What follows belongs to an exercise in optimizing a design on an open flow for small area, a short achievable clock period and few clock cycles per item; a production flow would make more cautious choices.
The RTL was checked by simulation tests, not by an equivalence proof against the original design.
Power is estimated from default activity; no workload was simulated.

[config.mk]
export PLATFORM = sky130hd
export DESIGN_NAME = tdn2_acc
export DESIGN_NICKNAME = tdn2_acc
export VERILOG_FILES = /design/flow/design.v
export SDC_FILE = /design/flow/constraint.sdc
export NUM_CORES = 4
export LEC_CHECK = 0
export CAP_MARGIN = 20
export CORE_MARGIN = 2
export CORE_UTILIZATION = 55
export SLEW_MARGIN = 20
[constraint.sdc]
create_clock -name core_clock -period 12.0 [get_ports {clk}]
set_input_delay 2.4000 -clock core_clock [delete_from_list [all_inputs] [get_ports {clk}]]
set_output_delay 2.4000 -clock core_clock [all_outputs]
set_load 0.01 [all_outputs]
[design.v]
module tdn2_div #(
    parameter integer STEPS = 2             
) (
    input  wire        clk,
    input  wire        clr,                 
    input  wire        restart,             
    input  wire [15:0] meas,
    input  wire [15:0] divisor,
    output wire        done,
    output reg         done_n,              
    output wire [16:0] quotient
);
    localparam integer NL = (STEPS < 2) ? 2 : STEPS;     
    localparam integer NC = (16 + NL) / STEPS;           
    localparam integer CW = $clog2(NC + 1);
    reg              pend;                  
    reg [CW-1:0]     cnt;                   
    reg [15:0]       rem;
    reg [16:0]       q;
    reg              done_r;                
    reg              first;                 
    assign done     = done_r;
    assign quotient = q;
    reg [15:0]      r;
    reg [16:0]      trial;
    reg [17:0]      diff;
    reg [STEPS-1:0] qb;
    reg             sat;
    integer i;
    always @(*) begin
        r   = rem;
        sat = 1'b0;
        for (i = 0; i < STEPS; i = i + 1) begin
            trial = {r, first && meas[NL - 1 - i]};
            diff  = {1'b0, trial} - {2'b00, divisor};
            qb[STEPS-1-i] = !diff[17];
            if (!diff[17] && first && i < NL - 1)
                sat = 1'b1;
            r = diff[17] ? trial[15:0] : diff[15:0];
        end
    end
    always @(*) begin
        done_n = done_r;
        if (clr)
            done_n = 1'b1;
        else if (restart)
            done_n = 1'b0;
        else if (pend)
            done_n = (divisor == 16'd0);
        else if (cnt != {CW{1'b0}})
            done_n = (cnt == 1) || sat;
    end
    always @(posedge clk) begin
        done_r <= done_n;
        first  <= pend && !clr && !restart;
        if (clr) begin
            pend <= 1'b0;
            cnt  <= {CW{1'b0}};
            q    <= 17'd65535;
        end else if (restart) begin
            pend <= 1'b1;
            cnt  <= {CW{1'b0}};
        end else if (pend) begin
            pend <= 1'b0;
            rem  <= meas >> NL;
            if (divisor == 16'd0)
                q   <= 17'd65535;
            else
                cnt <= NC[CW-1:0];
        end else if (cnt != {CW{1'b0}}) begin
            rem  <= r;
            q    <= {q[16-STEPS:0], qb};
            cnt  <= cnt - 1'b1;
            if (sat) begin
                q   <= 17'h1FFFF;
                cnt <= {CW{1'b0}};
            end
        end
    end
endmodule
module tdn2_acc (
    input  wire        clk,
    input  wire        rst,           
    input  wire        cmd_valid,
    output wire        cmd_ready,
    input  wire [23:0] cmd,
    input  wire        btn,           
    output reg         rsp_valid,
    output reg  [1:0]  rsp_status,
    output reg  [15:0] rsp_data,
    output reg         rly_auto,
    output reg         rly_dir,
    output reg         drv_pwr
);
    localparam [2:0]  GUST_WINDOW    = 3'd5;
    localparam [2:0]  WATER_ALM_TIME = 3'd4;
    localparam [6:0]  FOUR_HOURS     = 7'd100;
    localparam [15:0] POT_DELTA      = 16'd1000;
    localparam [15:0] THR_BIAS       = 16'd1000;
    localparam [15:0] THR_STEP       = 16'd1000;
    localparam [15:0] THR_MARGIN     = 16'd5000;
    localparam [2:0]  T_RELAY_SETTLE = 3'd2;
    localparam [2:0]  T_TRAVEL_UP    = 3'd6;
    localparam [2:0]  T_TRAVEL_DOWN  = 3'd4;
    localparam [2:0]  T_POST_SETTLE  = 3'd2;
    localparam [3:0]  WDG_ACK_RELOAD = 4'd12;
    localparam        DIR_UP_LEVEL   = 1'b1;
    localparam [2:0] OP_NOP = 3'd0, OP_SAMPLE = 3'd1, OP_RDFILT = 3'd2, OP_TICK1S = 3'd3,
                     OP_MOVE = 3'd4, OP_STEP = 3'd5, OP_WDGACK = 3'd6, OP_RDSTAT = 3'd7;
    localparam [1:0] ST_OK = 2'd0, ST_BUSY = 2'd1, ST_ILLEGAL = 2'd2;
    localparam [2:0] SQ_IDLE = 3'd0, SQ_SETTLE1 = 3'd1, SQ_TRAVEL = 3'd2,
                     SQ_SETTLE2 = 3'd3, SQ_WAITREL = 3'd4;
    localparam [1:0] CONT_NONE = 2'd0, CONT_RAISE = 2'd1, CONT_LOWER = 2'd2;
    localparam [1:0] RES_NONE = 2'd0, RES_COMPLETED = 2'd1, RES_INTERRUPTED = 2'd2;
    reg [15:0] filt0, filt1, filt2, filt3;
    reg [15:0] prev0, prev1;
    reg [2:0]  gt0, gt1;
    reg        gnext;
    reg [15:0] threshold, setpoint, sp_d2, minimum_seen;    
    reg        is_down, is_auto;
    reg [6:0]  auto_down_timer;
    reg [2:0]  water_alarm_count;
    reg [3:0]  alarm_flags;
    reg [2:0]  seq;
    reg [2:0]  seq_cnt;
    reg        seq_dir, seq_pressed;
    reg [1:0]  seq_cont, last_result;
    reg [3:0]  wdg_ack;
    reg        rdy;           
    reg        v1;            
    reg        lg1;           
    reg [2:0]  op1;
    reg [1:0]  ch1;
    reg [19:0] x1;            
    reg [4:0]  idx1;          
    reg        btn1;
    reg        tw;            
    reg        t_lg, t_wp, t_bp, t_btn;
    assign cmd_ready = rdy;
    wire accept = cmd_valid && rdy;
    reg legal_in;
    always @(*) begin
        case (cmd[23:20])
            4'd0:    legal_in = (cmd[19:0] == 20'd0);
            4'd1:    legal_in = (cmd[17:16] == 2'd0);
            4'd2:    legal_in = (cmd[17:0] == 18'd0);
            4'd3:    legal_in = (cmd[19:2] == 18'd0);
            4'd4:    legal_in = (cmd[19:1] == 19'd0);
            4'd5:    legal_in = (cmd[19:0] == 20'd0);
            4'd6:    legal_in = (cmd[19:0] == 20'd0);
            4'd7:    legal_in = (cmd[19:5] == 15'd0);
            default: legal_in = 1'b0;
        endcase
    end
    wire busy = (seq != SQ_IDLE);
    wire x_ok = v1 && lg1;
    wire is_sample = x_ok && (op1 == OP_SAMPLE);
    wire is_step   = x_ok && (op1 == OP_STEP);
    reg  [3:0] ch1h;          
    wire [15:0] y = ({16{ch1h[0]}} & filt0) | ({16{ch1h[1]}} & filt1) |
                    ({16{ch1h[2]}} & filt2) | ({16{ch1h[3]}} & filt3);
    wire        fast  = ch1[1];
    wire        p_neg = x1[16];
    wire [26:0] o2    = fast ? ~{8'd0, y, 3'd0} : ~{11'd0, y};
    wire [26:0] o3    = fast ? ~{10'd0, y, 1'b0} : 27'd0;
    wire [26:0] o4    = fast ? {7'd0, x1} : {11'd0, x1[15:0] ^ {16{p_neg}}};
    wire [26:0] o5    = fast ? 27'd2 : {25'd0, p_neg, !p_neg};
    wire [26:0] s_acc = {y, 11'd0} + o2 + o3 + o4 + o5;
    wire [15:0] s_new = s_acc[26:11];
    wire        wdg_fire = is_step && !busy && (wdg_ack == 4'd0);
    wire        div_done;
    wire [16:0] wd;
    tdn2_div #(.STEPS(2)) u_div (
        .clk      (clk),
        .clr      (rst || wdg_fire),
        .restart  (is_sample && !ch1[1]),
        .meas     (filt1),
        .divisor  (filt0),
        .done     (div_done),
        .done_n   (div_done_n),
        .quotient (wd)
    );
    wire [4:0]  idx = idx1;
    wire [1:0]  n_active = {1'b0, gt0 != 3'd0} + {1'b0, gt1 != 3'd0};
    wire [15:0] status_word = {1'b0, drv_pwr, rly_dir, rly_auto, last_result, seq_cont,
                               seq_pressed, seq_dir, seq, busy, is_auto, is_down};
    wire [15:0] alarm_word  = {9'd0, water_alarm_count, alarm_flags};
    wire [15:0] gust_word   = {7'd0, gnext, 6'd0, n_active};
    reg        rd_ok;
    reg [15:0] rd_val;
    always @(*) begin
        rd_ok  = 1'b1;
        rd_val = 16'd0;
        case (idx)
            5'd0:  rd_val = status_word;
            5'd1:  rd_val = alarm_word;
            5'd2:  rd_val = threshold;
            5'd3:  rd_val = setpoint;
            5'd4:  rd_val = setpoint;
            5'd5:  rd_val = sp_d2;
            5'd6:  rd_val = minimum_seen;
            5'd7:  rd_val = {9'd0, auto_down_timer};
            5'd8:  rd_val = {13'd0, seq_cnt};
            5'd9:  rd_val = {12'd0, wdg_ack};
            5'd10: rd_val = gust_word;
            5'd11: rd_val = prev0;
            5'd12: rd_val = prev1;
            5'd16: rd_val = {13'd0, gt0};
            5'd17: rd_val = {13'd0, gt1};
            default: rd_ok = 1'b0;
        endcase
    end
    localparam [2:0] U_SS2 = 3'd0, U_ST = 3'd1, U_WT = 3'd2, U_WS = 3'd3, U_WM = 3'd4, U_VAL = 3'd5;
    wire [15:0] sp = filt3;
    reg  [4:0]  fv;                       
    reg         f_big, f_tlts, f_tp, f_wp, f_lt1k, f_ltm;
    wire        tick_ill  = tw && !t_lg;           
    wire        tick_busy = tw && t_lg && busy;
    function flags_ready;
        input [4:0] v;
        input       bp, down, auto;
        begin
            flags_ready = v[U_WT] && (bp ? v[U_WS] :
                                      down ? (v[U_SS2] && v[U_ST]) :
                                      auto ? v[U_WM] : 1'b1);
        end
    endfunction
    reg         tick_app;                 
    wire        c_bp   = t_bp;                        
    wire        c_down = is_down && !t_bp;            
    wire        c_auto = !is_down && is_auto && !t_bp;  
    reg  [2:0]  u, u_n;
    wire        div_done_n;
    reg  [4:0]  fv_n;
    wire        app_n;
    always @(*) begin
        if (app_n)                          u_n = U_VAL;
        else if (div_done_n && !fv_n[U_WT]) u_n = U_WT;
        else if (div_done_n && !fv_n[U_WM]) u_n = U_WM;
        else if (!fv_n[U_SS2])              u_n = U_SS2;
        else if (!fv_n[U_ST])               u_n = U_ST;
        else                                u_n = U_WS;
    end
    wire        u_ok = (u == U_SS2) || (u == U_ST) || div_done;    
    wire [15:0] thr_step = threshold + THR_STEP;
    wire [15:0] m_sel = f_ltm ? wd[15:0] : minimum_seen;
    reg         a_wd, a_half, b_t, b_s, b_m, b_k, b_mh, b_s2, alu_sub;
    reg         n_a_wd, n_a_half, n_b_t, n_b_s, n_b_m, n_b_k, n_b_mh, n_sub;
    always @(*) begin
        n_a_wd = 1'b0; n_a_half = 1'b0; n_b_t = 1'b0; n_b_s = 1'b0;
        n_b_m  = 1'b0; n_b_k    = 1'b0; n_b_mh = 1'b0; n_sub = 1'b1;
        case (u_n)
            U_SS2: ;                                              
            U_ST:  n_b_t = 1'b1;                                  
            U_WT:  begin n_a_wd = 1'b1; n_b_t = 1'b1; end         
            U_WS:  begin n_a_wd = 1'b1; n_b_s = 1'b1; end         
            U_WM:  begin n_a_wd = 1'b1; n_b_m = 1'b1; end         
            default: begin                                        
                if (t_bp) begin
                    n_a_wd = 1'b1; n_b_k = 1'b1;                  
                end else if (is_down) begin
                    n_a_wd = 1'b1; n_b_s = 1'b1;                  
                end else begin
                    n_sub = 1'b0; n_a_half = 1'b1; n_b_mh = 1'b1;  
                end
            end
        endcase
    end
    always @(posedge clk) begin
        if (rst) begin                                    
            a_wd <= 1'b0; a_half <= 1'b0; b_t <= 1'b0; b_s <= 1'b0; b_m <= 1'b0;
            b_k  <= 1'b0; b_mh   <= 1'b0; b_s2 <= 1'b1; alu_sub <= 1'b1;
        end else begin
            a_wd    <= n_a_wd;
            a_half  <= n_a_half;
            b_t     <= n_b_t;
            b_s     <= n_b_s;
            b_m     <= n_b_m;
            b_k     <= n_b_k;
            b_mh    <= n_b_mh;
            b_s2    <= !(n_b_t || n_b_s || n_b_m || n_b_k || n_b_mh);
            alu_sub <= n_sub;
        end
    end
    wire [16:0] alu_a = a_wd ? wd : {1'b0, sp[15:1], sp[0] && !a_half};
    wire [16:0] alu_b = ({17{b_t}}  & {1'b0, threshold})        | ({17{b_s}}  & {1'b0, sp})  |
                        ({17{b_m}}  & {1'b0, minimum_seen})     | ({17{b_k}}  & {1'b0, THR_BIAS}) |
                        ({17{b_mh}} & {1'b0, m_sel[15:1], 1'b0}) | ({17{b_s2}} & {1'b0, sp_d2});
    wire [18:0] alu_x = {1'b0, alu_a, 1'b1} + {(alu_sub ? ~{1'b0, alu_b} : {1'b0, alu_b}), alu_sub};
    wire [17:0] alu_r = alu_x[18:1];
    wire        r_neg = alu_r[17];
    wire        r_pos = !r_neg && (alu_r[16:0] != 17'd0);
    wire        r_gt1000  = !r_neg && (alu_r[16:0] > 17'd1000);
    wire        r_ltm1000 = r_neg && (alu_r[16:0] < 17'h1FC18);       
    wire        r_ge5000  = !r_neg && (alu_r[16:0] >= {1'b0, THR_MARGIN});
    wire        r_lt1000  = r_neg || (alu_r[16:0] < 17'd1000);
    reg        water_pre, water_alarm, wind_alarm, alarm;
    reg [15:0] n_threshold, n_minimum_seen;
    reg        n_is_down, n_is_auto;
    reg [6:0]  n_auto_down_timer;
    reg [2:0]  n_wac;
    reg [2:0]  n_gt0, n_gt1;
    reg        n_gnext;
    reg [1:0]  act;
    reg        refused;
    reg        start_mv, start_dir;
    reg [1:0]  start_cont;
    always @(*) begin
        n_is_down         = is_down;
        n_is_auto         = is_auto;
        n_wac             = water_alarm_count;
        n_gnext           = gnext;
        n_auto_down_timer = auto_down_timer;
        n_gt0             = gt0;
        n_gt1             = gt1;
        if (t_bp) begin
            n_is_auto = 1'b0;
            n_is_down = 1'b1;
            n_wac     = 3'd0;
            n_gt0     = 3'd0;
            n_gt1     = 3'd0;
            n_gnext   = 1'b0;
        end
        water_pre      = f_wp;
        n_minimum_seen = minimum_seen;
        if (c_bp) begin
            if (wd <= {1'b0, THR_BIAS})  n_threshold = 16'd0;
            else if (f_lt1k)             n_threshold = alu_r[15:0];
            else                         n_threshold = sp;
        end else if (c_down) begin
            n_minimum_seen = 16'hFFFF;
            if (f_big || !f_tlts)        n_threshold = sp;
            else if (!r_ge5000)          n_threshold = threshold;
            else if (f_tp)               n_threshold = thr_step;
            else                         n_threshold = sp;
        end else if (c_auto) begin
            n_minimum_seen = m_sel;
            n_threshold    = alu_r[16:1];
        end else begin
            n_threshold    = sp;
        end
        if (water_pre)
            n_wac = (n_wac + 3'd1 < WATER_ALM_TIME) ? n_wac + 3'd1 : WATER_ALM_TIME;
        else
            n_wac = 3'd0;
        water_alarm = (n_wac >= WATER_ALM_TIME);
        if (n_gt0 != 3'd0) n_gt0 = n_gt0 - 3'd1;
        if (n_gt1 != 3'd0) n_gt1 = n_gt1 - 3'd1;
        wind_alarm = 1'b0;
        if (t_wp) begin
            if (n_gt0 != 3'd0 && n_gt1 != 3'd0) begin
                wind_alarm = 1'b1;
            end else if (n_gnext == 1'b0) begin
                if (n_gt0 == 3'd0) begin n_gt0 = GUST_WINDOW; n_gnext = 1'b1; end
                else               begin n_gt1 = GUST_WINDOW; n_gnext = 1'b0; end
            end else begin
                if (n_gt1 == 3'd0) begin n_gt1 = GUST_WINDOW; n_gnext = 1'b0; end
                else               begin n_gt0 = GUST_WINDOW; n_gnext = 1'b1; end
            end
        end
        alarm      = water_alarm || wind_alarm;
        act        = 2'd0;
        refused    = 1'b0;
        start_mv   = 1'b0;
        start_dir  = 1'b0;
        start_cont = CONT_NONE;
        if (n_is_down && alarm) begin
            act        = 2'd1;
            start_mv   = 1'b1;
            start_dir  = 1'b1;
            start_cont = CONT_RAISE;
        end else if (!n_is_down && alarm) begin
            n_auto_down_timer = FOUR_HOURS;
        end else if (!n_is_down && n_is_auto) begin
            if (n_auto_down_timer != 7'd0) n_auto_down_timer = n_auto_down_timer - 7'd1;
            if (n_auto_down_timer == 7'd0) begin
                act        = 2'd2;
                start_mv   = 1'b1;
                start_dir  = 1'b0;
                start_cont = CONT_LOWER;
            end
        end
        if (start_mv && t_btn) begin
            refused   = 1'b1;
            n_is_auto = 1'b0;
            n_is_down = 1'b1;
            n_wac     = 3'd0;
            n_gt0     = 3'd0;
            n_gt1     = 3'd0;
            n_gnext   = 1'b0;
        end
    end
    wire [2:0] st_cnt_dec = seq_cnt - 3'd1;
    task reset_state;
        begin
            filt0 <= 16'd0; filt1 <= 16'd0; filt2 <= 16'd0; filt3 <= 16'd0;
            prev0             <= 16'd0;
            prev1             <= 16'd0;
            gt0               <= 3'd0;
            gt1               <= 3'd0;
            gnext             <= 1'b0;
            threshold         <= 16'd0;
            setpoint          <= 16'd0;
            sp_d2             <= 16'd0;
            minimum_seen      <= 16'hFFFF;
            is_down           <= 1'b1;
            is_auto           <= 1'b1;
            auto_down_timer   <= 7'd0;
            water_alarm_count <= 3'd0;
            alarm_flags       <= 4'd0;
            seq               <= SQ_IDLE;
            seq_cnt           <= 3'd0;
            seq_dir           <= 1'b0;
            seq_pressed       <= 1'b0;
            seq_cont          <= CONT_NONE;
            last_result       <= RES_NONE;
            rly_auto          <= 1'b0;
            rly_dir           <= 1'b0;
            drv_pwr           <= 1'b0;
            wdg_ack           <= WDG_ACK_RELOAD;
        end
    endtask
    task start_sequence;
        input       dir;
        input [1:0] cont;
        begin
            rly_auto    <= 1'b1;
            rly_dir     <= dir ? DIR_UP_LEVEL : ~DIR_UP_LEVEL;
            seq         <= SQ_SETTLE1;
            seq_cnt     <= T_RELAY_SETTLE;
            seq_dir     <= dir;
            seq_pressed <= 1'b0;
            seq_cont    <= cont;
            last_result <= RES_NONE;
        end
    endtask
    task finish_sequence;
        input [1:0] res;
        begin
            rly_auto    <= 1'b0;
            rly_dir     <= 1'b0;
            drv_pwr     <= 1'b0;
            last_result <= res;
            seq         <= SQ_IDLE;
            seq_cnt     <= 3'd0;
            seq_dir     <= 1'b0;
            seq_pressed <= 1'b0;
            seq_cont    <= CONT_NONE;
            if (seq_cont != CONT_NONE) begin
                if (res == RES_COMPLETED) begin
                    if (seq_cont == CONT_RAISE) begin
                        is_down         <= 1'b0;
                        auto_down_timer <= FOUR_HOURS;
                    end else begin
                        is_down <= 1'b1;
                    end
                end else begin
                    is_auto <= 1'b0;
                    is_down <= 1'b1;
                end
                water_alarm_count <= 3'd0;
                gt0   <= 3'd0;
                gt1   <= 3'd0;
                gnext <= 1'b0;
            end
        end
    endtask
    task respond;
        input [1:0]  st;
        input [15:0] d;
        begin
            rsp_valid  <= 1'b1;
            rsp_status <= st;
            rsp_data   <= d;
        end
    endtask
    wire inv_s  = is_sample && (ch1 == 2'd3);      
    wire inv_wd = is_sample && !ch1[1];            
    always @(*) begin
        fv_n = fv;
        if (!tick_app && u_ok) fv_n[u] = 1'b1;
        if (inv_s)    begin fv_n[U_SS2] = 1'b0; fv_n[U_ST] = 1'b0; fv_n[U_WS] = 1'b0; end
        if (inv_wd)   begin fv_n[U_WT] = 1'b0; fv_n[U_WS] = 1'b0; fv_n[U_WM] = 1'b0; end
        if (tick_app) begin fv_n[U_SS2] = 1'b0; fv_n[U_ST] = 1'b0; fv_n[U_WT] = 1'b0; fv_n[U_WM] = 1'b0; end
        if (wdg_fire) fv_n = 5'd0;
    end
    always @(posedge clk) begin
        if (rst) begin
            fv <= 5'd0;
            u  <= U_SS2;
        end else begin
            fv <= fv_n;
            u  <= u_n;
        end
        if (!tick_app && u_ok) begin
            case (u)
                U_SS2: f_big <= r_gt1000 || r_ltm1000;
                U_ST:  begin f_tlts <= r_pos; f_tp <= r_gt1000; end
                U_WT:  f_wp <= r_neg;
                U_WM:  f_ltm <= r_neg;
                default: f_lt1k <= r_lt1000;
            endcase
        end
    end
    wire tick_stays  = tw && t_lg && !tick_busy && !tick_app;
    wire ready_n     = flags_ready(fv_n, t_bp, is_down, is_auto);
    wire idle_n      = !busy && !(x_ok && op1 == OP_MOVE);
    assign app_n     = tick_stays && ready_n && idle_n;
    wire rdy_n       = !tick_in && (!tick_stays || app_n);
    wire [3:0]  op_in   = cmd[23:20];
    wire [15:0] raw_in  = cmd[15:0];
    wire        tick_in = accept && (op_in == 4'd3);            
    wire        samp_in = accept && legal_in && (op_in == 4'd1);
    wire [16:0] p0_in   = {1'b0, raw_in} - {1'b0, wdg_fire ? 16'd0 : prev0};
    wire [16:0] p1_in   = {1'b0, raw_in} - {1'b0, wdg_fire ? 16'd0 : prev1};
    wire [16:0] p_in    = cmd[18] ? p1_in : p0_in;
    wire [19:0] r10_in  = {1'b0, raw_in, 3'd0} + {3'd0, raw_in, 1'b0};
    always @(posedge clk) begin
        op1  <= op_in[2:0];
        ch1  <= cmd[19:18];
        ch1h <= 4'd1 << cmd[19:18];
        lg1  <= legal_in;
        btn1 <= btn;
        x1   <= cmd[19] ? r10_in : {3'd0, p_in};
        idx1 <= cmd[4:0];
        if (rdy) begin                                   
            t_lg  <= legal_in;
            t_wp  <= cmd[0];
            t_bp  <= cmd[1];
            t_btn <= btn;
        end
    end
    always @(posedge clk) begin
        if (rst) begin
            reset_state;
            rdy        <= 1'b1;
            tick_app   <= 1'b0;
            v1         <= 1'b0;
            tw         <= 1'b0;
            rsp_valid  <= 1'b0;
            rsp_status <= ST_OK;
            rsp_data   <= 16'd0;
        end else begin
            rsp_valid <= 1'b0;
            v1        <= accept && !tick_in;
            if (tick_ill) begin
                tw <= 1'b0;
                respond(ST_ILLEGAL, 16'd0);
            end else if (tick_busy) begin
                tw <= 1'b0;
                respond(ST_BUSY, 16'd0);
            end else if (tick_app) begin
                        tw                <= 1'b0;
                        wdg_ack           <= WDG_ACK_RELOAD;
                        is_down           <= n_is_down;
                        is_auto           <= n_is_auto;
                        water_alarm_count <= n_wac;
                        gt0               <= n_gt0;
                        gt1               <= n_gt1;
                        gnext             <= n_gnext;
                        threshold         <= n_threshold;
                        setpoint          <= sp;
                        sp_d2             <= setpoint;
                        minimum_seen      <= n_minimum_seen;
                        auto_down_timer   <= n_auto_down_timer;
                        alarm_flags       <= {t_wp, water_pre, wind_alarm, water_alarm};
                        if (refused)
                            last_result <= RES_INTERRUPTED;
                        if (start_mv && !refused)
                            start_sequence(start_dir, start_cont);
                        respond(ST_OK, {9'd0, refused, act, t_wp, water_pre, wind_alarm, water_alarm});
            end else if (v1 && !lg1) begin
                respond(ST_ILLEGAL, 16'd0);
            end else if (v1) begin
                begin
                    case (op1)
                    OP_NOP: respond(ST_OK, 16'd0);
                    OP_SAMPLE: begin
                        case (ch1)
                            2'd0: filt0 <= s_new;
                            2'd1: filt1 <= s_new;
                            2'd2: filt2 <= s_new;
                            default: filt3 <= s_new;
                        endcase
                        respond(ST_OK, s_new);
                    end
                    OP_RDFILT: respond(ST_OK, y);
                    OP_MOVE: begin
                        if (busy) begin
                            respond(ST_BUSY, 16'd0);
                        end else begin
                            wdg_ack <= WDG_ACK_RELOAD;
                            if (btn1) begin
                                last_result <= RES_INTERRUPTED;
                                respond(ST_OK, {14'd0, RES_INTERRUPTED});
                            end else begin
                                start_sequence(idx1[0], CONT_NONE);
                                respond(ST_OK, 16'd0);
                            end
                        end
                    end
                    OP_STEP: begin
                        if (!busy) begin
                            if (wdg_ack == 4'd0) begin
                                reset_state;
                                respond(ST_OK, 16'h0008);
                            end else begin
                                wdg_ack <= wdg_ack - 4'd1;
                                respond(ST_OK, 16'd0);
                            end
                        end else begin
                            wdg_ack <= WDG_ACK_RELOAD;
                            case (seq)
                            SQ_SETTLE1: begin
                                seq_cnt <= st_cnt_dec;
                                if (st_cnt_dec == 3'd0) begin
                                    drv_pwr <= 1'b1;
                                    seq     <= SQ_TRAVEL;
                                    seq_cnt <= seq_dir ? T_TRAVEL_UP : T_TRAVEL_DOWN;
                                end
                                respond(ST_OK, 16'd0);
                            end
                            SQ_TRAVEL: begin
                                if (btn1) begin
                                    seq_pressed <= 1'b1;
                                    drv_pwr     <= 1'b0;
                                    seq         <= SQ_SETTLE2;
                                    seq_cnt     <= T_POST_SETTLE;
                                end else begin
                                    seq_cnt <= st_cnt_dec;
                                    if (st_cnt_dec == 3'd0) begin
                                        drv_pwr <= 1'b0;
                                        seq     <= SQ_SETTLE2;
                                        seq_cnt <= T_POST_SETTLE;
                                    end
                                end
                                respond(ST_OK, 16'd0);
                            end
                            SQ_SETTLE2: begin
                                seq_cnt <= st_cnt_dec;
                                if (st_cnt_dec == 3'd0) begin
                                    if (!seq_pressed) begin
                                        finish_sequence(RES_COMPLETED);
                                        respond(ST_OK, 16'h0005);
                                    end else if (!btn1) begin
                                        finish_sequence(RES_INTERRUPTED);
                                        respond(ST_OK, 16'h0006);
                                    end else begin
                                        seq <= SQ_WAITREL;
                                        respond(ST_OK, 16'd0);
                                    end
                                end else begin
                                    respond(ST_OK, 16'd0);
                                end
                            end
                            default: begin  
                                if (!btn1) begin
                                    finish_sequence(RES_INTERRUPTED);
                                    respond(ST_OK, 16'h0006);
                                end else begin
                                    respond(ST_OK, 16'd0);
                                end
                            end
                            endcase
                        end
                    end
                    OP_WDGACK: begin
                        wdg_ack <= WDG_ACK_RELOAD;
                        respond(ST_OK, 16'd0);
                    end
                    default: begin  
                        if (rd_ok) respond(ST_OK, rd_val);
                        else       respond(ST_ILLEGAL, 16'd0);
                    end
                    endcase
                end
            end
            rdy      <= rdy_n;
            tick_app <= app_n;
            if (tick_in)
                tw <= 1'b1;
            if (samp_in && !cmd[19]) begin
                if (cmd[18]) prev1 <= raw_in;
                else         prev0 <= raw_in;
            end
        end
    end
endmodule
[flow/run.sh]
#!/bin/bash
# The standard layout (standard.sh: ORFS from synthesis to the final
# layout), with the timing repair after placement, CTS and global routing
# aiming at 5 ns instead of the 12 ns clock period, so that the layout
# gets as fast as the logic allows. Everything else is the standard flow.
set -euo pipefail
bash standard.sh SETUP_SLACK_MARGIN=7 finish > standard.log 2>&1
[standard.sh]
#!/bin/bash
# synth_recipe.tcl (not shown) runs the flow's synth.tcl, then flattens the netlist and writes it again
# the make line also repeats each setting of config.mk as NAME=value (left out here)
make -C /OpenROAD-flow-scripts/flow DESIGN_CONFIG=/design/flow/config.mk WORK_HOME=/design/flow/orfs CLKGATE_MAP_FILE= SYNTH_SCRIPT=/design/flow/synth_recipe.tcl "${@:-finish}"
==> results of run 1 <==
-- cells in the mapped netlist, drive strengths merged, types with 26 or more instances --
cell type  instances
dfxtp            301
nor2             284
nand2            275
a21oi            210
ha               160
clkbuf           153
inv              152
o21ai            139
a22oi            129
nor3              84
xnor2             75
nand3             67
mux2              64
nand2b            59
mux2i             48
o22ai             40
xor2              39
a221oi            38
and3              35
or3               32
fa                31
a21o              29
a31oi             29
nor2b             28
edfxtp            26
nor4              26
-- worst min-delay path: stages (launching register included) --
cell and delay, ps:
dfxtp_1 310, nand2_1 50, a21oi_1 50
-- cell families after synthesis --
family / share of synthesized area [%]
AOI/OAI and AO/OA: 25.1
xor gates and xnor gates: 4.27
adders and majority gates: 11.1
buffers and inverters: 5.39
DFF: 28.9
muxes: 5.10
and+or+nand+nor: 20.1
-- per-stage QoR --
step | hold WS (ps) | worst slack, ps | instances | power [mW] | utilization [%]
6_report | 457 | 7110 | 3506 | 5.48 | 63.2
5_1_grt | 486 | 6910 | 3506 | 5.79 | 63.2
4_1_cts | 454 | 7010 | 3478 | 5.27 | 61.9
3_5_place_dp | 446 | 5750 | 3396 | 3.95 | 58.0
3_3_place_gp | 438 | 5860 | 3396 | 3.90 | 58.0
2_1_floorplan | 432 | 6990 | 2933 | 3.33 | -
-- per-layer routing --
layer / GRT usage, % / vias to the layer above / wire (microns)
li1: - / 10700 / -
met1: 51.4 / 11200 / 35900
met2: 57.9 / 1227 / 37000
met3: 6.14 / 237 / 7820
met4: 18.0 / 4 / 4640
met5: 0 / - / 22
-- area by class of cell --
cell class                      count  area [sq um]
Clock buffer                       54          1110
Clock inverter                     16           160
Fill cell                        3656         15500
Inverter                          155           591
Multi-Input combinational cell   2277         16000
Sequential cell                   327          6830
Tap cell                          539           674
Timing Repair Buffer              138          1240
-- power by group through the flow --
stage          registers (mW)  clock network [mW]  logic (mW)
2_1_floorplan            1.29                   0        2.04
3_3_place_gp             1.35                   0        2.55
3_5_place_dp             1.35                   0        2.60
4_1_cts                  1.33                1.20        2.73
5_1_grt                  1.34                1.25        3.21
6_report                 1.33                1.20        2.95
-- repair_timing --
item                       in CTS  in global routing
setup endpoints to repair     102                 87
buffers inserted               11                 28
resized for setup              61                 71
cloned                          1                  0
pin swaps                       9                 21
-- state kept, by name (all words and copies together) (netlist names), 5 cells and up --
register and count:
u_div.rem 16, fv 5, setpoint 16, filt1 16, u_div.q 17, sp_d2 16
idx1 5, filt3 16, filt0 16, threshold 16, prev0 16, rsp_data 16
filt2 16, x1 20, auto_down_timer 7, prev1 16, minimum_seen 16
-- path summary, 6_finish.rpt --
path,startpoint,end,slack (ps),depth (start not counted)
max,filt0[9],u_div.rem[12],7110,20
min,filt2[8],filt2[8],460,2
max reg2reg,filt0[9],u_div.rem[12],7110,20
min reg2reg,filt2[8],filt2[8],460,2
==> out/qor.yml, run 1 <==
finish:
  fin_area_sq_um: 26600
  final_nets: 3156
  n_antenna_cell: 0
  final_common_cell: "dfxtp_1"
  area_growth_pct: 13.1
  drive_gt1_share_pct: 11.4
  most-common-layout-cells: "dfxtp_1, nor2_1, nand2_1, a21oi_1"
placement:
  gp_congestion: 1.02
  dpl_cell_area_sq_um: 24400
  io_buffers: 50
  dp_hpwl_mm: 63.8
setup_path:
  end_kind: "flip-flop"
  slowest_stage: "o41ai_2"
  slowest_delay_ps: 410
  crit_required_ps: 12360
  cp-start-kind: "flip-flop"
  crit_arrival_ps: 5250
  worstSetupPathType: "reg2reg"
  cp_top_family: "compound AO/OA/AOI/OAI gates"
  worstPathCellList: "inv_1, ha_1, a21o_1, a21o_1, a21o_1, a211o_1, o221ai_4, nand2_4, buf_4, mux2_2, ha_2, nand3_1, a211oi_2, nor3_2, o41ai_2, a31o_2, a221oi_4, buf_6, buf_12, o311ai_0"
  critPathBufInv: 4
  cp_common_cell: "a21o_1"
  crit_fanout: 13
clock_tree:
  cts_buffer_depth: 3
  holdBufCountCts: 0
  cts_tree: "yes"
  ctsRootBufferMaster: "clkbuf_16"
  cts_buffers: 38
  cts_sinks: 327
  clk_pin_slew_ps: 60
  h-tree-depth: 2
  clock_latency_ps: 580
pwr:
  p_clk_share_pct: 21.9
  power.switching_mw: 2.29
  power.leakage_nw: 10.4
  combinationalPowerShare_pct: 53.8
  power_frac_seq_pct: 24.3
  internal_power_mw: 3.19
  pwr_density_cell_nw_per_um2: 206
  vdd_drop_max_mv: 0.152
  netSwitchingFraction_pct: 41.8
timing:
  finalHoldViolCount: 0
  tns_ps: 0
  max_slew_margin_pct: 25.9
  min_period_ps: 4890
  finalSetupViolCount: 0
  timing.fmax_ghz: 0.205
  rsz0062_at_grt: "false"
  finClkSkew_ps: 37.1
  slew_violations: 0
  tightest_slew_ps: 1110
  finalCritPeriodShare_pct: 40.7
routing:
  routed_wl_mm: 85.4
  dr_total_vias: 23400
  first_iter_violations: 2762
  first_pass_iters: 8
  viasPerCell: 6.68
  ant_nets: 0
  wl_per_cell_microns: 24.4
  drc: 0
synth:
  synth-seq-cells: 327
  yosys.area.top_type: "dfxtp_1"
  synth_edf_count: 26
  ys_types: 91
  synth_area_leaders: "dfxtp_1, ha_1, nor2_1"
  yosys.area.top_type_share_pct: 25.6
  syn_area_sq_um: 23500
  synth_nets: 3152
  synth-main-ff-cell: "dfxtp_1"
  ys_warn_count: 2
  async_reset_ff_share_pct: 0
  yosysSeqAreaShare_pct: 28.9
  avgSynthCellArea_sq_um: 8.02
  synthCells: 2933
flow_run:
  cap_violations: 0
global_route:
  antenna_found_initial: 1
  grt_overflow_total: 0
  grt_max_degree: 103
  grt_pass1_wl_mm: 129
  grt_usage_pct: 37.6
  grt_pass1_vias: 21900
floorplanning:
  die-area_sq_um: 44500
  start_util_pct: 55.9
  die_h_microns: 211
  dieWidth_microns: 211
  rows: 75
  core_sq_um: 42100
  boundaryPins: 51
outcome:
  status: "complete, no violations"
worst_hold_path:
  hp-class: "reg2reg"
Testbench counts, summed over its fixed seeds: cycles 805,560, ops 776,106.
==> inputs of run 2 (changes only) <==
==> flow/run.sh (replaced) <==
#!/bin/bash
# The standard layout (standard.sh: ORFS from synthesis to the final
# layout), with the timing repair after placement, CTS and global routing
# aiming at 4.75 ns instead of the 12 ns clock period, so that the layout
# gets as fast as the logic allows. Everything else is the standard flow.
set -euo pipefail
bash standard.sh SETUP_SLACK_MARGIN=7.25 finish > standard.log 2>&1
--- a/config.mk
+++ b/config.mk
@@ -9,3 +9,4 @@
 export CORE_MARGIN = 2
 export CORE_UTILIZATION = 55
 export SLEW_MARGIN = 20
+export TNS_END_PERCENT = 100
==> out/qor.yml, run 2 <==
clock_tree:
  cts_buffers: 39  # was 38
  h-tree-depth: 2  # unchanged
  clk_pin_slew_ps: 70  # was 60 ps
  ctsRootBufferMaster: "clkbuf_16"  # unchanged
  holdBufCountCts: 0  # unchanged
  cts_tree: "yes"  # unchanged
  cts_sinks: 327  # unchanged
  clock_latency_ps: 580  # about the same
  cts_buffer_depth: 3  # unchanged
routing:
  ant_nets: 0  # unchanged
  drc: 0  # unchanged
  routed_wl_mm: 88.5  # was 85.4 mm
  viasPerCell: 6.74  # was 6.68
  first_iter_violations: 2712  # was 2,762
  first_pass_iters: 8  # unchanged
  wl_per_cell_microns: 24.8  # was 24.4 microns
  dr_total_vias: 24000  # was 23,400
setup_path:
  reg2reg_slack_ps: 7070  # was 7110 ps
  setup.worst_path.end: "u_div.rem[9]"  # was u_div.rem[12]
  cp-start-kind: "flip-flop"  # unchanged
  reg2reg_to: "u_div.rem[9]"  # was u_div.rem[12]
  crit_arrival_ps: 5230  # was 5250 ps
  cp_common_cell: "a21o_1"  # unchanged
  worstSetupPathType: "reg2reg"  # unchanged
  slowest_delay_ps: 450  # was 410 ps
  end_kind: "flip-flop"  # unchanged
  crit_fanout: 7  # was 13
  r2r-start: "u_div.rem[9]"  # was filt0[9]
  slowest_stage: "edfxtp_1"  # was o41ai_2
  crit_start: "u_div.rem[9]"  # was filt0[9]
  crit_required_ps: 12300  # was 12,360 ps
  worstPathCellList: "ha_4, a21o_1, a21o_1, a21o_1, a211o_1, o221ai_4, nand2_4, mux2_4, inv_2, ha_4, nor2b_4, o21a_1, o21ai_4, a211oi_4, nor3_4, o41ai_4, a31o_2, a221oi_4, buf_4, buf_6, clkbuf_16, o311ai_0"  # was inv_1, ha_1, a21o_1, a21o_1, a21o_1, a211o_1, o221ai_4, nand2_4, buf_4, mux2_2, ha_2, nand3_1, a211oi_2, nor3_2, o41ai_2, a31o_2, a221oi_4, buf_6, buf_12, o311ai_0
  reg2regPathDepth: 22  # was 20
timing:
  tightest_slew_ps: 990  # was 1110 ps
  max_slew_margin_pct: 33.6  # was 25.9%
  rsz0062_at_grt: "true"  # was false
  timing.fmax_ghz: 0.203  # was 0.205 GHz
  finalSetupViolCount: 0  # unchanged
  min_period_ps: 4930  # was 4890 ps
  slew_violations: 0  # unchanged
  finalHoldViolCount: 0  # unchanged
  finClkSkew_ps: 34.3  # was 37.1 ps
  tns_ps: 0  # unchanged
  finalCritPeriodShare_pct: 41.1  # was 40.7%
  setup_ws_ps: 7070  # was 7110 ps
synth:
  yosysSeqAreaShare_pct: 28.9  # unchanged
  syn_area_sq_um: 23500  # unchanged
  synth-main-ff-cell: "dfxtp_1"  # unchanged
  synth_nets: 3152  # unchanged
  synth_edf_count: 26  # unchanged
  yosys.area.top_type: "dfxtp_1"  # unchanged
  synthCells: 2933  # unchanged
  synth_common_cells: "dfxtp_1, nor2_1, nand2_1, a21oi_1, ha_1"  # unchanged
  yosys.area.top_type_share_pct: 25.6  # unchanged
  synth-seq-cells: 327  # unchanged
  ys_warn_count: 2  # unchanged
  avgSynthCellArea_sq_um: 8.02  # unchanged
  synth_area_leaders: "dfxtp_1, ha_1, nor2_1"  # unchanged
  ys_types: 91  # unchanged
  async_reset_ff_share_pct: 0  # unchanged
  synth.most_common_cell: "dfxtp_1"  # unchanged
flow_run:
  cap_violations: 0  # unchanged
worst_hold_path:
  hp-class: "reg2reg"  # unchanged
pwr:
  pwr_density_cell_nw_per_um2: 212  # was 206 nW/um^2
  vdd_drop_max_mv: 0.173  # was 0.152 mV
  power.leakage_nw: 10.8  # was 10.4 nW
finish:
  n_antenna_cell: 0  # unchanged
  largestRegisters: "x1 (20), u_div.q (17)"  # unchanged
  final_common_cell: "dfxtp_1"  # unchanged
  largest-register: "x1"  # unchanged
  drive_gt1_share_pct: 16.3  # was 11.4%
  largest_reg_flops: 20  # unchanged
  final_nets: 3211  # was 3,156
  most-common-layout-cells: "dfxtp_1, nor2_1, nand2_1, a21oi_1, inv_1"  # was dfxtp_1, nor2_1, nand2_1, a21oi_1
  area_growth_pct: 17.5  # was 13.1%
global_route:
  antenna_found_initial: 1  # unchanged
  grt_overflow_total: 0  # unchanged
  grt_pass1_wl_mm: 131  # was 129 mm
  grt_max_degree: 93  # was 103
  grt_pass1_vias: 22100  # was 21,900
  grt_usage_pct: 37.9  # was 37.6%
placement:
  dpl_worst_slack_ps: 5940  # was 5750 ps
  io_buffers: 50  # unchanged
  dp_hpwl_mm: 63.6  # was 63.8 mm
  gp_congestion: 1.03  # was 1.02
floorplanning:
  die-area_sq_um: 44500  # unchanged
  dieWidth_microns: 211  # unchanged
  rows: 75  # unchanged
  boundaryPins: 51  # unchanged
  start_util_pct: 55.9  # unchanged
  core_sq_um: 42100  # unchanged
  die_h_microns: 211  # unchanged
outcome:
  status: "complete, no violations"  # unchanged
[run 2: layout make-up]
type	instances	area, sq um
clock buffer	51	1090
clock inverter	20	184
fill	3595	14500
inverter	155	591
multi-input combinational	2277	16500
sequential	327	6860
tap	539	674
timing repair buffer	192	1730
[run 2: where the power goes]
group | switching, mW | total, mW | internal, mW
clock | 0.517 | 1.21 | 0.690
sequential | 0.111 | 1.35 | 1.24
combinational | 1.85 | 3.31 | 1.46
total | 2.48 | 5.87 | 3.39
[run 2: layer usage]
metal / vias up / GRT usage [%] / part of all wire, %
met5: - / 0 / 0.015
met4: 2 / 19.7 / 5.9
met3: 265 / 6.10 / 9.7
met2: 1385 / 59.2 / 44
met1: 11500 / 50.6 / 40
li1: 10800 / - / -
[run 2: logic make-up (layout without fill, tap and decap cells)]
kind of cell               Yosys count  in the layout  share of synthesized area (%)
DFF                                327            327                           28.9
muxes                              112            112                           5.10
AOI/OAI and AO/OA                  869            869                           25.1
adders and majority gates          191            191                           11.1
xor gates and xnor gates           114            114                           4.27
and+or+nand+nor                    991            991                           20.1
buffers and inverters              329            418                           5.39
[run 2: worst min-delay path by stage]
| stage | startpoint | end | cells after the start |
|---|---|---|---|
| 2_1_floorplan | filt2[7] | filt2[7] | 2 |
| 3_3_place_gp | filt2[1] | filt2[1] | 2 |
| 3_5_place_dp | filt2[3] | filt2[3] | 2 |
| 4_1_cts | filt2[0] | filt2[0] | 2 |
| 5_1_grt | filt2[8] | filt2[8] | 2 |
| 6_report | filt2[0] | filt2[0] | 2 |
[run 2: through the flow]
stage	instances	total power, mW	util (%)	hold slack, ps	area [sq um]
floorplan	2933	3.36	-	432	23700
global placement	3383	3.90	57.9	442	24400
detailed placement	3384	3.98	57.9	447	24400
CTS	3504	5.44	63.1	459	26600
global route	3561	6.17	65.6	487	27700
finish	3561	5.87	65.6	460	27700
[run 2: repair_timing]
action | CTS | global route
endpoints found under the setup margin | 129 | 131
gates resized for setup | 125 | 155
cloned | 2 | 1
pin swaps | 32 | 73
setup buffers | 47 | 54
[run 2: worst max-delay path: cells and delay by family, from the launching register on]
kind	cells	cell delay, ps
adders and majority gates	2	430
and+or+nand+nor	3	480
muxes	1	350
DFF	1	450
buffers and inverters	4	500
AOI/OAI and AO/OA	12	2410
==> inputs of run 3 (changes only) <==
==> flow/run.sh (replaced) <==
#!/bin/bash
# The standard layout (standard.sh: ORFS from synthesis to the final
# layout), with the timing repair after placement, CTS and global routing
# aiming at 5 ns instead of the 12 ns clock period, and sizing not held to the
# cells footprints, so that the layout
# gets as fast as the logic allows. Everything else is the standard flow.
set -euo pipefail
bash standard.sh SETUP_SLACK_MARGIN=7 MATCH_CELL_FOOTPRINT=0 finish > standard.log 2>&1
==> out/qor.yml, run 3 <==
outcome:
  status: "complete, no violations"  # unchanged
placement:
  gp_congestion: 1.03  # about the same
  io_buffers: 50  # unchanged
  dpl_worst_slack_ps: 5990  # was 5940 ps
  dp_hpwl_mm: 64.1  # was 63.6 mm
setup_path:
  crit_start: "ch1h[0]"  # was u_div.rem[9]
  crit_required_ps: 12450  # was 12,300 ps
  setup.worst_path.end: "rsp_data[13]"  # was u_div.rem[9]
  reg2regPathDepth: 18  # was 22
  r2r-start: "ch1h[0]"  # was u_div.rem[9]
  reg2reg_slack_ps: 7070  # about the same
  reg2reg_to: "rsp_data[13]"  # was u_div.rem[9]
  end_kind: "flip-flop"  # unchanged
  worstSetupPathType: "reg2reg"  # unchanged
  crit_arrival_ps: 5370  # was 5230 ps
  crit_fanout: 16  # was 7
  cp-start-kind: "flip-flop"  # unchanged
pwr:
  power_frac_seq_pct: 23.9  # was 23.0%
  vdd_drop_max_mv: 0.141  # was 0.173 mV
  power.leakage_nw: 10.4  # was 10.8 nW
  power.switching_mw: 2.29  # was 2.48 mW
  p_clk_share_pct: 22.8  # was 20.6%
  combinationalPowerShare_pct: 53.3  # was 56.4%
  internal_power_mw: 3.27  # was 3.39 mW
  pwr_density_cell_nw_per_um2: 208  # was 212 nW/um^2
  netSwitchingFraction_pct: 41.1  # was 42.2%
finish:
  nFillCells: 3672  # was 3,595
  drive_gt1_share_pct: 11.3  # was 16.3%
  n_antenna_cell: 0  # unchanged
  largestRegisters: "x1 (20), u_div.q (17)"  # unchanged
  final_common_cell: "dfxtp_1"  # unchanged
  area_growth_pct: 13.4  # was 17.5%
  largest_reg_flops: 20  # unchanged
  final_nets: 3152  # was 3,211
  largest-register: "x1"  # unchanged
  fin_util_pct: 63.3  # was 65.6%
  most-common-layout-cells: "dfxtp_1, nor2_1, nand2_1, a21oi_1, ha_1"  # was dfxtp_1, nor2_1, nand2_1, a21oi_1, inv_1
routing:
  viasPerCell: 6.67  # was 6.74
  first_pass_iters: 6  # was 8
  ant_nets: 0  # unchanged
  drc: 0  # unchanged
  routed_wl_mm: 85.3  # was 88.5 mm
  dr_total_vias: 23300  # was 24,000
  first_iter_violations: 2841  # was 2,712
  wl_per_cell_microns: 24.4  # was 24.8 microns
global_route:
  grt_overflow_total: 0  # unchanged
  antenna_found_initial: 1  # unchanged
  grt_pass1_wl_mm: 129  # was 131 mm
  grt_pass1_vias: 21600  # was 22,100
  grt_usage_pct: 37.4  # was 37.9%
  grt_max_degree: 91  # was 93
clock_tree:
  clk_pin_slew_ps: 60  # was 70 ps
  clock_latency_ps: 570  # was 580 ps
  cts_sinks: 327  # unchanged
  h-tree-depth: 2  # unchanged
  cts_tree: "yes"  # unchanged
  ctsRootBufferMaster: "clkbuf_16"  # unchanged
  cts_buffers: 39  # unchanged
  cts_buffer_depth: 3  # unchanged
synth:
  synth_edf_count: 26  # unchanged
  syn_area_sq_um: 23500  # unchanged
  synth-main-ff-cell: "dfxtp_1"  # unchanged
  ys_types: 91  # unchanged
  muxShareOfSynthArea_pct: 5.10  # unchanged
  synth-xor-area-share_pct: 4.27  # unchanged
  synth_nets: 3152  # unchanged
  ys_warn_count: 2  # unchanged
  synth_area_leaders: "dfxtp_1, ha_1, nor2_1"  # unchanged
  synth.most_common_cell: "dfxtp_1"  # unchanged
  synth_common_cells: "dfxtp_1, nor2_1, nand2_1, a21oi_1, ha_1"  # unchanged
  synthCells: 2933  # unchanged
  yosysSeqAreaShare_pct: 28.9  # unchanged
  yosys.area.top_type: "dfxtp_1"  # unchanged
  async_reset_ff_share_pct: 0  # unchanged
  avgSynthCellArea_sq_um: 8.02  # unchanged
  synth-simple-area-share_pct: 20.1  # unchanged
  yosys.area_share.adder_pct: 11.1  # unchanged
  synth-compound-area-share_pct: 25.1  # unchanged
  synth_top_family_by_area: "compound AO/OA/AOI/OAI gates"  # unchanged
  yosys.area.top_type_share_pct: 25.6  # unchanged
  synth-seq-cells: 327  # unchanged
floorplanning:
  start_util_pct: 55.9  # unchanged
  die_h_microns: 211  # unchanged
  rows: 75  # unchanged
  dieWidth_microns: 211  # unchanged
  die-area_sq_um: 44500  # unchanged
  boundaryPins: 51  # unchanged
  core_sq_um: 42100  # unchanged
worst_hold_path:
  hp-start: "filt2[5]"  # was filt2[0]
  hp-class: "reg2reg"  # unchanged
timing:
  rsz0062_at_grt: "true"  # unchanged
  finalHoldViolCount: 0  # unchanged
  timing.fmax_ghz: 0.203  # about the same
  tns_ps: 0  # unchanged
  tightest_slew_ps: 1160  # was 990 ps
  max_slew_margin_pct: 22.4  # was 33.6%
  finalSetupViolCount: 0  # unchanged
  finalCritPeriodShare_pct: 41.1  # about the same
  setup_ws_ps: 7070  # about the same
  finClkSkew_ps: 24.8  # was 34.3 ps
  slew_violations: 0  # unchanged
  min_period_ps: 4930  # about the same
flow_run:
  cap_violations: 0  # unchanged
[run 3: cell counts after synthesis]
No cell type changed its count.
[run 3: power by group through the flow]
stage	logic (mW)	registers (mW)	clock network, mW
floorplan	2.03	1.29	0
global placement	2.55	1.34	0
detailed placement	2.60	1.34	0
CTS	2.76	1.32	1.27
global route	3.22	1.33	1.31
finish	2.96	1.33	1.27
[run 3: layout make-up]
cell class | count | area (sq um) | share of cell area (%)
inverters | 155 | 586 | 2.19
flip-flops and latches | 327 | 6820 | 25.6
clock buffers | 56 | 1200 | 4.51
repair buffers | 132 | 1230 | 4.63
repair inverters | 1 | 7.51 | 0.0281
clock inverters | 12 | 150 | 0.563
multi-input cells | 2277 | 16000 | 60.0
well taps | 539 | 674 | 2.53
[run 3: kinds of logic (layout without fill, tap and decap cells)]
family / count (synthesis) / count (layout)
AND/OR/NAND/NOR: 991 / 991
AO/OA/AOI/OAI: 869 / 869
buffers and inverters: 329 / 356
flip-flops: 327 / 327
adder cells (fa/ha/maj): 191 / 191
XOR/XNOR: 114 / 114
multiplexers: 112 / 112
[run 3: how the worst min path moves through the flow]
stage,endpoint,slack [ps],cells after the start
6_report,filt2[5],460,2
3_5_place_dp,filt2[3],450,2
3_3_place_gp,filt2[7],440,2
2_1_floorplan,filt2[7],430,2
4_1_cts,filt2[8],460,2
5_1_grt,filt2[8],480,2
[run 3: critical path: stages (launching register included)]
cell and delay, ps:
dfxtp_2 410, a22o_1 300, a221oi_1 290, buf_4 240
mux2i_1 110, fa_1 540, inv_1 60, fa_1 480
ha_1 350, and3_1 200, a221oi_1 290, nor2b_1 110
o21bai_1 200, a31oi_1 280, o21ai_1 160, xor2_2 190
buf_4 170, a221oi_2 340, nor3_1 70
[run 3: stage by stage]
step	hold slack (ps)	instance area (sq um)	power [mW]	instances
after detailed placement	452	24400	3.94	3397
after floorplan	432	23600	3.33	2933
final	460	26700	5.56	3499
after global placement	438	24400	3.89	3397
after global routing	484	26700	5.86	3499
after CTS	459	26200	5.36	3478
[run 3: metal layers]
metal / part of all wire [%] / wire length, microns / global-route usage (%)
met5: 0 / 0 / 0
met1: 41 / 35400 / 50.2
met3: 9.1 / 7790 / 6.10
met4: 5.8 / 4930 / 19.2
met2: 44 / 37200 / 58.0
[run 3: what timing repair did]
action,4_1_cts,5_1_grt
pin swaps,9,23
gates cloned,4,1
hold buffers,0,0
endpoints found under the setup margin,93,75
gates resized for setup,55,66
setup buffers,9,20
==> inputs of run 4 (changes only) <==
==> flow/run.sh (replaced) <==
#!/bin/bash
# The standard layout (standard.sh: ORFS from synthesis to the final
# layout), with two changes to how the layout is made:
# - the timing repair after placement, CTS and global routing aims at 5 ns
#   instead of the 12 ns clock period, so that the layout gets as fast as
#   the logic allows;
# - every input and output port still gets a buffer, but a buf_2 rather than
#   the delay buffer buffer_ports picks by default (smaller and faster).
# Everything else is the standard flow.
set -euo pipefail
bash standard.sh SETUP_SLACK_MARGIN=7 "BUFFER_PORTS_ARGS=-buffer_cell sky130_fd_sc_hd__buf_2" finish > standard.log 2>&1
==> out/qor.yml, run 4 <==
routing:
  first_pass_iters: 7  # was 6
  wl_per_cell_microns: 24.3  # was 24.4 microns
  viasPerCell: 6.70  # was 6.67
  drc: 0  # unchanged
  routed_wl_mm: 84.9  # was 85.3 mm
  dr_total_vias: 23400  # was 23,300
  ant_nets: 0  # unchanged
  first_iter_violations: 2954  # was 2,841
global_route:
  grt_max_degree: 131  # was 91
  grt_overflow_total: 0  # unchanged
  antenna_found_initial: 0  # was 1
  grt_pass1_wl_mm: 129  # unchanged
  grt_usage_pct: 37.3  # was 37.4%
  grt_pass1_vias: 21700  # was 21,600
placement:
  dpl_worst_slack_ps: 5780  # was 5990 ps
  io_buffers: 50  # unchanged
  gp_congestion: 1.02  # was 1.03
  dp_hpwl_mm: 63.2  # was 64.1 mm
setup_path:
  crit_required_ps: 12300  # was 12,450 ps
  reg2reg_to: "u_div.rem[3]"  # was rsp_data[13]
  r2r-start: "u_div.rem[0]"  # was ch1h[0]
  reg2reg_slack_ps: 7040  # was 7070 ps
  reg2regPathDepth: 21  # was 18
  end_kind: "flip-flop"  # unchanged
  worstSetupPathType: "reg2reg"  # unchanged
  cp-start-kind: "flip-flop"  # unchanged
  crit_arrival_ps: 5260  # was 5370 ps
  crit_fanout: 6  # was 16
finish:
  largest-register: "x1"  # unchanged
  drive_gt1_share_pct: 13.5  # was 11.3%
  final_nets: 3139  # was 3,152
  nFillCells: 3714  # was 3,672
  largest_reg_flops: 20  # unchanged
  area_growth_pct: 12.6  # was 13.4%
  largestRegisters: "x1 (20), u_div.q (17)"  # unchanged
  final_common_cell: "dfxtp_1"  # unchanged
  most-common-layout-cells: "dfxtp_1, nor2_1, nand2_1, a21oi_1"  # was dfxtp_1, nor2_1, nand2_1, a21oi_1, ha_1
  n_antenna_cell: 0  # unchanged
timing:
  finalCritPeriodShare_pct: 41.3  # was 41.1%
  setup_ws_ps: 7040  # was 7070 ps
  min_period_ps: 4960  # was 4930 ps
  finalHoldViolCount: 0  # unchanged
  tns_ps: 0  # unchanged
  max_slew_margin_pct: 23.3  # was 22.4%
  rsz0062_at_grt: "true"  # unchanged
  slew_violations: 0  # unchanged
  finClkSkew_ps: 49.4  # was 24.8 ps
  finalSetupViolCount: 0  # unchanged
  tightest_slew_ps: 1150  # was 1160 ps
  timing.fmax_ghz: 0.202  # was 0.203 GHz
synth:
  synth.most_common_cell: "dfxtp_1"  # unchanged
  synth-seq-cells: 327  # unchanged
  synth_edf_count: 26  # unchanged
  synthCells: 2933  # unchanged
  yosys.area.top_type: "dfxtp_1"  # unchanged
  synth_area_leaders: "dfxtp_1, ha_1, nor2_1"  # unchanged
  syn_area_sq_um: 23500  # unchanged
  ys_warn_count: 2  # unchanged
  synth_nets: 3152  # unchanged
  async_reset_ff_share_pct: 0  # unchanged
  yosys.area.top_type_share_pct: 25.6  # unchanged
  synth-main-ff-cell: "dfxtp_1"  # unchanged
  ys_types: 91  # unchanged
  synth_common_cells: "dfxtp_1, nor2_1, nand2_1, a21oi_1, ha_1"  # unchanged
  yosysSeqAreaShare_pct: 28.9  # unchanged
  avgSynthCellArea_sq_um: 8.02  # unchanged
flow_run:
  cap_violations: 0  # unchanged
worst_hold_path:
  hold_depth: 2  # unchanged
  hp-class: "reg2reg"  # unchanged
  hp-start: "filt2[13]"  # was filt2[5]
  hold_end: "filt2[13]"  # was filt2[5]
pwr:
  netSwitchingFraction_pct: 41.6  # was 41.1%
  combinationalPowerShare_pct: 53.9  # was 53.3%
  p_clk_share_pct: 22.3  # was 22.8%
  power.leakage_nw: 10.4  # about the same
  internal_power_mw: 3.32  # was 3.27 mW
  p_total_mw: 5.68  # was 5.56 mW
  pwr_density_cell_nw_per_um2: 214  # was 208 nW/um^2
  vdd_drop_max_mv: 0.148  # was 0.141 mV
  power_frac_seq_pct: 23.8  # was 23.9%
  power.switching_mw: 2.36  # was 2.29 mW
clock_tree:
  cts_buffers: 39  # unchanged
  cts_sinks: 327  # unchanged
  cts_tree: "yes"  # unchanged
  h-tree-depth: 2  # unchanged
  cts_buffer_depth: 3  # unchanged
  ctsRootBufferMaster: "clkbuf_16"  # unchanged
  clock_latency_ps: 580  # was 570 ps
  clk_pin_slew_ps: 60  # about the same
floorplanning:
  die_h_microns: 211  # unchanged
  start_util_pct: 55.9  # unchanged
  dieWidth_microns: 211  # unchanged
  die-area_sq_um: 44500  # unchanged
  boundaryPins: 51  # unchanged
  core_sq_um: 42100  # unchanged
  rows: 75  # unchanged
outcome:
  status: "complete, no violations"  # unchanged
[run 4: how the worst max path moves through the flow]
stage	start	endpoint	slack [ps]	cells past startpoint
floorplan	cmd[18]	x1[16]	6990	16
global placement	filt0[1]	u_div.rem[1]	6050	23
detailed placement	u_div.first	u_div.rem[3]	5780	23
CTS	filt0[9]	u_div.rem[3]	6990	20
global route	u_div.rem[0]	u_div.rem[3]	6910	21
finish	u_div.rem[0]	u_div.rem[3]	7040	21
[run 4: power by group through the flow]
stage | registers (mW) | clock network, mW | logic (mW)
after detailed placement | 1.37 | 0 | 2.60
after floorplan | 1.29 | 0 | 2.04
after global placement | 1.36 | 0 | 2.54
after global routing | 1.36 | 1.32 | 3.31
after CTS | 1.34 | 1.27 | 2.77
final | 1.35 | 1.26 | 3.06
[run 4: per-stage QoR]
stage	hold slack [ps]	instance area, sq um	utilization, %	std cells
floorplan	432	23600	-	2933
global placement	438	24100	57.1	3379
detailed placement	449	24100	57.1	3379
CTS	466	25800	61.3	3466
global route	490	26500	62.9	3490
finish	467	26500	62.9	3490
[run 4: metal layers]
| layer | vias to the layer above | routed length (microns) | part of all wire, % | global-route usage (%) |
|---|---|---|---|---|
| met3 | 225 | 8070 | 9.5 | 6.05 |
| li1 | 10700 | - | - | - |
| met2 | 1242 | 37200 | 44 | 57.6 |
| met1 | 11200 | 35200 | 41 | 51.2 |
| met5 | - | 0 | 0 | 0 |
| met4 | 0 | 4380 | 5.2 | 17.1 |
[run 4: cell type report]
type	count	area, sq um	share of cell area [%]
clock buffers	51	1150	4.36
flip-flops and latches	327	6840	25.8
multi-input cells	2277	16200	61.0
inverters	155	593	2.24
well taps	539	674	2.54
repair buffers	120	857	3.23
clock inverters	21	216	0.817
[run 4: cells by family after synthesis]
family | after synthesis | share of synthesized area (%)
AND/OR/NAND/NOR | 991 | 20.1
XOR/XNOR | 114 | 4.27
AO/OA/AOI/OAI | 869 | 25.1
flip-flops | 327 | 28.9
buffers and inverters | 329 | 5.39
multiplexers | 112 | 5.10
adder cells (fa/ha/maj) | 191 | 11.1
[run 4: worst max-delay path, cell delays in order (launching register included)]
cell       delay (ps)
edfxtp_1          440
ha_1              300
nor2b_2           140
o21ai_2            70
a21boi_2          200
o21ai_2           100
a21oi_2           240
o221ai_4          160
nand2_4           120
buf_6             150
mux2_2            380
ha_4              300
o21a_1            180
o21ai_2           100
a211oi_2          260
nor3_2            100
o41ai_2           460
a31o_2            260
a221oi_4          100
buf_6             170
clkbuf_16         150
a311o_1           300
[run 4: repair_timing]
item	CTS	global route
buffers inserted	14	23
pin swaps	7	32
gates resized for setup	55	103
endpoints found under the setup margin	94	80
cloned	1	1
hold buffers	0	0
==> inputs of run 5 (changes only) <==
--- a/config.mk
+++ b/config.mk
@@ -9,4 +9,3 @@
 export CORE_MARGIN = 2
 export CORE_UTILIZATION = 55
 export SLEW_MARGIN = 20
-export TNS_END_PERCENT = 100
==> out/qor.yml, run 5 <==
setup_path:
  end_kind: "flip-flop"  # unchanged
  cp-start-kind: "flip-flop"  # unchanged
  slowest_delay_ps: 460  # about the same
  slowest_stage: "o41ai_2"  # unchanged
  worstPathCellList: "ha_1, nor2b_2, o21ai_2, a21boi_2, o21ai_2, a21oi_2, o221ai_4, nand2_4, buf_6, mux2_2, ha_4, o21a_1, o21ai_2, a211oi_2, nor3_2, o41ai_2, a31o_2, a221oi_4, buf_6, clkbuf_16, a311o_1"  # unchanged
  cp_common_cell: "o21ai_2"  # unchanged
  crit_required_ps: 12300  # about the same
  crit_fanout: 6  # unchanged
  crit_arrival_ps: 5260  # about the same
  worstSetupPathType: "reg2reg"  # unchanged
  critPathBufInv: 3  # unchanged
  cp_top_family: "compound AO/OA/AOI/OAI gates"  # unchanged
routing:
  dr_total_vias: 23400  # unchanged
  viasPerCell: 6.70  # unchanged
  wl_per_cell_microns: 24.3  # unchanged
  first_pass_iters: 7  # unchanged
  first_iter_violations: 2954  # unchanged
  routed_wl_mm: 84.9  # unchanged
  drc: 0  # unchanged
  ant_nets: 0  # unchanged
synth:
  ys_types: 91  # unchanged
  yosys.area.top_type_share_pct: 25.6  # unchanged
  async_reset_ff_share_pct: 0  # unchanged
  syn_area_sq_um: 23500  # unchanged
  ys_warn_count: 2  # unchanged
  synth_area_leaders: "dfxtp_1, ha_1, nor2_1"  # unchanged
  synth_nets: 3152  # unchanged
  synth-seq-cells: 327  # unchanged
  synth.most_common_cell: "dfxtp_1"  # unchanged
  avgSynthCellArea_sq_um: 8.02  # unchanged
  yosys.area.top_type: "dfxtp_1"  # unchanged
  synth_top_family_by_area: "compound AO/OA/AOI/OAI gates"  # unchanged
  muxShareOfSynthArea_pct: 5.10  # unchanged
  synth-compound-area-share_pct: 25.1  # unchanged
  synthCells: 2933  # unchanged
  synth-simple-area-share_pct: 20.1  # unchanged
  synth-main-ff-cell: "dfxtp_1"  # unchanged
  synth_edf_count: 26  # unchanged
  synth_common_cells: "dfxtp_1, nor2_1, nand2_1, a21oi_1, ha_1"  # unchanged
  synth-xor-area-share_pct: 4.27  # unchanged
  yosysSeqAreaShare_pct: 28.9  # unchanged
  yosys.area_share.adder_pct: 11.1  # unchanged
floorplanning:
  start_util_pct: 55.9  # unchanged
  die_h_microns: 211  # unchanged
  core_sq_um: 42100  # unchanged
  rows: 75  # unchanged
  die-area_sq_um: 44500  # unchanged
  dieWidth_microns: 211  # unchanged
  boundaryPins: 51  # unchanged
global_route:
  grt_usage_pct: 37.3  # unchanged
  grt_pass1_wl_mm: 129  # unchanged
  grt_pass1_vias: 21700  # unchanged
  grt_max_degree: 131  # unchanged
  grt_overflow_total: 0  # unchanged
  antenna_found_initial: 0  # unchanged
pwr:
  p_total_mw: 5.68  # unchanged
  pwr_density_cell_nw_per_um2: 214  # unchanged
  vdd_drop_max_mv: 0.148  # unchanged
  power.leakage_nw: 10.4  # unchanged
outcome:
  status: "complete, no violations"  # unchanged
clock_tree:
  cts_buffers: 39  # unchanged
  clock_latency_ps: 580  # about the same
  cts_sinks: 327  # unchanged
  holdBufCountCts: 0  # unchanged
  clk_pin_slew_ps: 60  # about the same
  ctsRootBufferMaster: "clkbuf_16"  # unchanged
  cts_buffer_depth: 3  # unchanged
  h-tree-depth: 2  # unchanged
  cts_tree: "yes"  # unchanged
flow_run:
  cap_violations: 0  # unchanged
timing:
  rsz0062_at_grt: "true"  # unchanged
  finalHoldViolCount: 0  # unchanged
  min_period_ps: 4960  # unchanged
  max_slew_margin_pct: 23.3  # unchanged
  whs_ps: 467  # unchanged
  finalCritPeriodShare_pct: 41.3  # unchanged
  slew_violations: 0  # unchanged
  finClkSkew_ps: 49.4  # unchanged
  tns_ps: 0  # unchanged
  tightest_slew_ps: 1150  # unchanged
  timing.fmax_ghz: 0.202  # unchanged
  finalSetupViolCount: 0  # unchanged
finish:
  n_antenna_cell: 0  # unchanged
  drive_gt1_share_pct: 13.5  # unchanged
  largestRegisters: "x1 (20), u_div.q (17)"  # unchanged
  largest_reg_flops: 20  # unchanged
  final_nets: 3139  # unchanged
  area_growth_pct: 12.6  # unchanged
  final_common_cell: "dfxtp_1"  # unchanged
  largest-register: "x1"  # unchanged
  most-common-layout-cells: "dfxtp_1, nor2_1, nand2_1, a21oi_1"  # unchanged
  fin_util_pct: 62.9  # unchanged
worst_hold_path:
  hp-class: "reg2reg"  # unchanged
placement:
  io_buffers: 50  # unchanged
  gp_congestion: 1.02  # unchanged
  dp_hpwl_mm: 63.2  # unchanged
## run 5: layout make-up
type,count,area [sq um]
repair buffers,120,857
multi-input cells,2277,16200
inverters,155,593
clock buffers,51,1150
flip-flops and latches,327,6840
clock inverters,21,216
fillers,3714,15600
well taps,539,674
## run 5: final timing paths
| check | from | endpoint | slack, ps | depth (start not counted) |
|---|---|---|---|---|
| max reg2reg | u_div.rem[0] | u_div.rem[3] | 7040 | 21 |
| min reg2reg | filt2[13] | filt2[13] | 470 | 2 |
| min | filt2[13] | filt2[13] | 470 | 2 |
| max | u_div.rem[0] | u_div.rem[3] | 7040 | 21 |
## run 5: report_power, final
part / switching [mW] / total, mW / internal [mW]
logic: 1.74 / 3.06 / 1.33
clock network: 0.515 / 1.26 / 0.750
registers: 0.113 / 1.35 / 1.24
## run 5: stage by stage
stage / instances / setup WS, ps / area [sq um]
floorplan: 2933 / 6990 / 23600
global placement: 3379 / 6050 / 24100
detailed placement: 3379 / 5780 / 24100
CTS: 3466 / 6990 / 25800
global route: 3490 / 6910 / 26500
finish: 3490 / 7040 / 26500
## run 5: metal layers
| layer | global-route usage [%] | routed length [microns] | up-vias |
|---|---|---|---|
| li1 | - | - | 10700 |
| met1 | 51.2 | 35200 | 11200 |
| met2 | 57.6 | 37200 | 1242 |
| met3 | 6.05 | 8070 | 225 |
| met4 | 17.1 | 4380 | 0 |
| met5 | 0 | 0 | - |
## run 5: what timing repair did
action | 4_1_cts | 5_1_grt
pin swaps | 7 | 32
gates resized for setup | 55 | 103
cloned | 1 | 1
setup buffers | 14 | 23
endpoints found under the setup margin | 94 | 80
## run 5: cell families after synthesis
logic type / count (synthesis)
flops: 327
fa+ha+maj: 191
simple gates: 991
compound gates: 869
mux: 112
xor+xnor: 114
buf+inv: 329
## run 5: tightest hold or removal path: cells and delay by family (launching register included)
family          cells  cell delay, ps
compound gates      1              60
simple gates        1              50
flops               1             310

port drivers added, routing unchanged:
The flow's constraints put no driver on any port. The routed layouts listed below were extracted and timed again, unchanged, in two steps.
Step 1 (the two cells are an assumption about what drives the block):
set clk [get_ports {clk}]
set_driving_cell -lib_cell sky130_fd_sc_hd__clkbuf_16 $clk
set_driving_cell -lib_cell sky130_fd_sc_hd__buf_2 [delete_from_list [all_inputs] $clk]
Step 2 moves the port delays by t, midway between the first and last clock arrival at a register: inputs arrive t later, outputs are due t later. That takes back most of the time a late clock gives input paths.
Slacks: ideal / step 1 / step 2; pairs: ideal / step 1.
| run | shift t [ns] | slack for setup (ns) | hold slack, ns | worst data-port slew with drivers (ns) | pins driven straight from the clock port |
|---|---|---|---|---|---|
| run 1 | 0.615 | 7.111 / 7.111 / 6.594 | 0.457 / 0.457 / 0.457 | 0.05 | 1 |
| run 2 | 0.623 | 7.072 / 7.072 / 6.684 | 0.460 / 0.460 / 0.460 | 0.04 | 1 |
| run 3 | 0.619 | 7.072 / 7.072 / 6.581 | 0.460 / 0.460 / 0.460 | 0.04 | 1 |
| run 4 | 0.615 | 7.039 / 7.039 / 6.605 | 0.467 / 0.467 / 0.467 | 0.04 | 1 |
| run 5 | 0.615 | 7.039 / 7.039 / 6.605 | 0.467 / 0.467 / 0.467 | 0.04 | 1 |
After both steps every run listed still meets setup and hold. For run 1, which loses most, drivers alone change the setup slack by 0.000 ns; drivers and shift together by -0.517 ns.
